This is an optimization exercise on Yosys and OpenROAD, whose aim is small area, a short achievable clock period and few clock cycles per item, not a production implementation.
Function was checked by simulation only, so behaviour that the tests miss may differ from the original.
Power and IR drop assume default switching activity.

==> flow/design.v <==
module time_orderer (
    input  wire         clk,
    input  wire         rst_n,
    input  wire         cmd_valid,
    output wire         cmd_ready,
    input  wire [127:0] cmd,
    output reg          res_valid,
    output reg  [3:0]   res_status,
    output reg          hit_valid,
    input  wire         hit_ready,
    output reg          hit_dir,
    output reg  [14:0]  hit_chan,
    output reg  [63:0]  hit_time,
    output reg  [31:0]  hit_tot,
    output reg  [4:0]   fault
);
    localparam NCHAN = 8;
    localparam DEPTH = 4;
    localparam HW    = 97;               
    integer i, j, k;
    reg         rdy_q;
    reg         m_v;
    reg [127:0] m_cmd;
    assign cmd_ready = rdy_q;
    wire acc     = cmd_valid & rdy_q;
    wire acc_op5 = acc & (cmd[127:124] == 4'h5);
    reg [HW-1:0] slot [0:NCHAN-1][0:DEPTH-1];    
    reg [DEPTH-1:0] sv [0:NCHAN-1];      
    reg [1:0]    bp [0:NCHAN-1];         
    reg [5:0]    total;
    reg          mresp_pend;             
    reg [NCHAN-1:0] stale;               
    reg [NCHAN-1:0] stale_n;             
    reg          bef [0:NCHAN-1][0:NCHAN-1];
    wire [3:0]  op       = m_cmd[127:124];
    wire        is_op5   = (op == 4'h5);
    wire        is_add   = (op == 4'h4) && (m_cmd[122:111] == 12'd0);
    wire        is_merge = is_op5 && (m_cmd[123:0] == 124'd0);
    wire        in_range = (m_cmd[110:99] == 12'd0);
    wire [2:0]  ac       = m_cmd[98:96];
    wire [DEPTH-1:0] asv = sv[ac];
    wire        full     = asv[DEPTH-1];
    wire        m_act    = m_v && !mresp_pend;
    wire        merging  = m_act && is_merge && (total != 6'd0);
    wire        m_done   = m_act && !merging;
    wire        do_store = m_done && is_add && in_range && !full;
    wire        m_load   = !m_v || m_done;
    reg [NCHAN-1:0] vld;
    always @* begin
        for (i = 0; i < NCHAN; i = i + 1)
            vld[i] = sv[i][0];
    end
    reg [63:0]      st_t;
    reg [NCHAN-1:0] below;
    reg [NCHAN-1:0] goes_first;          
    always @* begin
        st_t = 64'd0;
        for (i = 0; i < NCHAN; i = i + 1) begin
            st_t[31:0]  = st_t[31:0]  | ({32{stale[i]}}    & slot[i][0][63:32]);
            st_t[63:32] = st_t[63:32] | ({32{!stale_n[i]}} & slot[i][0][95:64]);
        end
        for (j = 0; j < NCHAN; j = j + 1) begin
            below[j] = 1'b0;
            for (i = 0; i < j; i = i + 1)
                below[j] = below[j] | stale[i];
            goes_first[j] = (st_t < slot[j][0][95:32]) |
                            ((st_t == slot[j][0][95:32]) & below[j]);
        end
    end
    reg befn [0:NCHAN-1][0:NCHAN-1];
    reg [NCHAN-1:0] win;
    always @* begin
        for (i = 0; i < NCHAN; i = i + 1)
            for (j = 0; j < NCHAN; j = j + 1)
                befn[i][j] = 1'b0;
        for (i = 0; i < NCHAN; i = i + 1)
            for (j = i + 1; j < NCHAN; j = j + 1)
                befn[i][j] = stale[i] ? goes_first[j] : (stale[j] ? !goes_first[i] : bef[i][j]);
        for (i = 0; i < NCHAN; i = i + 1) begin
            win[i] = vld[i];
            for (j = 0; j < NCHAN; j = j + 1) begin
                if (j < i) win[i] = win[i] & (!vld[j] | !befn[j][i]);
                if (j > i) win[i] = win[i] & (!vld[j] |  befn[i][j]);
            end
        end
    end
    reg [HW-1:0] sel_hit;
    reg [2:0]    sel_c;
    always @* begin
        sel_hit = {HW{1'b0}};
        sel_c   = 3'd0;
        for (i = 0; i < NCHAN; i = i + 1) begin
            sel_hit = sel_hit | ({HW{win[i]}} & slot[i][0]);
            sel_c   = sel_c | ({3{win[i]}} & i[2:0]);
        end
    end
    wire taken    = hit_valid && hit_ready;
    wire out_free = !hit_valid || hit_ready;
    wire pop      = merging && out_free;
    wire last_pop = pop && (total == 6'd1);
    wire [HW-1:0] wdata = {m_cmd[123], m_cmd[63:0], m_cmd[95:64]};
    wire [HW-1:0] wdata_g = {HW{!merging}} & wdata;
    reg  [HW-1:0] head_d [0:NCHAN-1];
    always @* begin
        for (i = 0; i < NCHAN; i = i + 1)
            head_d[i] = ({HW{merging && bp[i] == 2'd0}} & slot[i][1]) |
                        ({HW{merging && bp[i] == 2'd1}} & slot[i][2]) |
                        ({HW{merging && bp[i] == 2'd2}} & slot[i][3]) | wdata_g;
    end
    always @(posedge clk) begin
        for (i = 0; i < NCHAN; i = i + 1) begin
            if ((merging && pop && win[i]) || (do_store && ac == i && !sv[i][0]))
                slot[i][0] <= head_d[i];
            for (k = 1; k < DEPTH; k = k + 1)
                if (do_store && ac == i && !sv[i][k] && sv[i][k-1])
                    slot[i][k] <= wdata;
        end
    end
    always @(posedge clk) begin
        if (m_load) m_cmd <= cmd;
    end
    always @(posedge clk) begin
        if (pop) begin
            hit_dir  <= sel_hit[96];
            hit_time <= sel_hit[95:32];
            hit_tot  <= sel_hit[31:0];
            hit_chan <= {12'd0, sel_c};
        end
        for (i = 0; i < NCHAN; i = i + 1)
            for (j = i + 1; j < NCHAN; j = j + 1)
                bef[i][j] <= befn[i][j];
    end
    always @(posedge clk) begin
        if (!rst_n) begin
            rdy_q      <= 1'b1;
            m_v        <= 1'b0;
            hit_valid  <= 1'b0;
            res_valid  <= 1'b0;
            res_status <= 4'd0;
            fault      <= 5'd0;
            total      <= 6'd0;
            mresp_pend <= 1'b0;
            stale      <= {NCHAN{1'b0}};
            stale_n    <= {NCHAN{1'b1}};
            for (i = 0; i < NCHAN; i = i + 1) begin
                sv[i] <= {DEPTH{1'b0}};
                bp[i] <= 2'd0;
            end
        end else begin
            if (m_load)        m_v <= acc;
            else if (last_pop) m_v <= 1'b0;
            rdy_q <= !((m_load ? acc_op5 : (m_v && is_op5 && !last_pop)) ||
                       (mresp_pend && !taken));
            for (i = 0; i < NCHAN; i = i + 1) begin
                if (do_store && ac == i)
                    sv[i] <= {sv[i][DEPTH-2:0], 1'b1};
                if (pop && win[i]) begin
                    sv[i] <= {1'b0, sv[i][DEPTH-1:1]};
                    bp[i] <= bp[i] + 2'd1;
                end
                if (do_store && ac == i && !sv[i][0])
                    bp[i] <= 2'd0;
                stale[i]   <= (pop && win[i] && sv[i][1]) ||
                              (do_store && ac == i && !sv[i][0]);
                stale_n[i] <= !((pop && win[i] && sv[i][1]) ||
                                (do_store && ac == i && !sv[i][0]));
            end
            if (do_store)  total <= total + 6'd1;
            else if (pop)  total <= total - 6'd1;
            if (out_free) hit_valid <= pop;
            if (last_pop)   mresp_pend <= 1'b1;
            else if (taken) mresp_pend <= 1'b0;
            res_valid <= 1'b0;
            if (mresp_pend && taken) begin
                res_valid  <= 1'b1;
                res_status <= 4'd0;
            end else if (m_done) begin
                res_valid <= 1'b1;
                if (is_add) begin
                    if (!in_range) begin
                        res_status <= 4'd1;
                        fault[0]   <= 1'b1;
                    end else if (full) begin
                        res_status <= 4'd4;
                        fault[3]   <= 1'b1;
                    end else
                        res_status <= 4'd0;
                end else if (is_merge) begin
                    res_status <= 4'd0;
                end else begin
                    res_status <= 4'd5;
                    fault[4]   <= 1'b1;
                end
            end
        end
    end
endmodule
Settings: LEC_CHECK=0, CAP_MARGIN=50, CORE_MARGIN=2, CORE_UTILIZATION=45, SLEW_MARGIN=75, SYNTH_MEMORY_MAX_BITS=8192; clock period 27.0 ns.
run.sh (not shown) runs the stock make flow with config.mk's settings and CLKGATE_MAP_FILE= SYNTH_SCRIPT=/design/flow/synth_recipe.tcl, a recipe that flattens the netlist after the stock synthesis.
Testbench counts at the start, summed over its fixed seeds: cycles 13,092, commands 6,730.
==> next run, changes <==
- CORE_UTILIZATION: 45 -> 60
The changed run produced a clean layout.
Clock-buffer cell count goes down by 5.
Global-route usage rises by 9.8 points.
Non-clock buffer count decreases by 77.
==> next run, changes <==
- CTS_CLUSTER_DIAMETER: not set -> 100
- CTS_CLUSTER_SIZE: not set -> 20
After rerunning: Core utilization shrinks by 2.2 points; setup slack improved by 12 ps; final area shrinks by about 3%; die area is unchanged; non-clock buffer count grows by 1; global-route usage shrinks by 0.79 points; register-to-register slack improved by 90 ps; critical path depth shrinks by 16; total power shrinks by 15%; clock power shrinks by about 34%.
==> next run, changes <==
- CTS_CLUSTER_DIAMETER: 100 -> 110
- CTS_CLUSTER_SIZE: 20 -> 24
=>
- first-iteration DRC count drops by 1.4%
- final area drops by 0.53%
- setup slack is worse by 20 ps

==> separate check: timing with driven ports <==
Ports are ideal in the flow. The routed layouts listed here were re-timed in OpenROAD. Step 1 assumes that a clkbuf_16 drives the clock port and a buf_2 every other input. Step 2 also shifts input and output timing later by t, the mid clock arrival at the registers, as if the neighbouring blocks saw the same clock. Slacks: no drivers / after step 1 / after step 2; pairs: no drivers / after step 1.
run	t, ns	slack for setup (ns)	worst register clock-pin slew, ns
the first run	1.044	18.988 / 19.007 / 18.000	0.07 / 0.07
the second run	1.052	18.641 / 18.641 / 17.697	0.08 / 0.08
the third run	0.977	18.653 / 18.729 / 17.753	0.10 / 0.10
the fourth run	0.957	18.633 / 18.653 / 17.755	0.11 / 0.11
After both steps setup and hold are still met in every run listed. The setup slack of the first run, which loses most, moves by +0.019 ns with the drivers and by -0.988 ns with both steps.
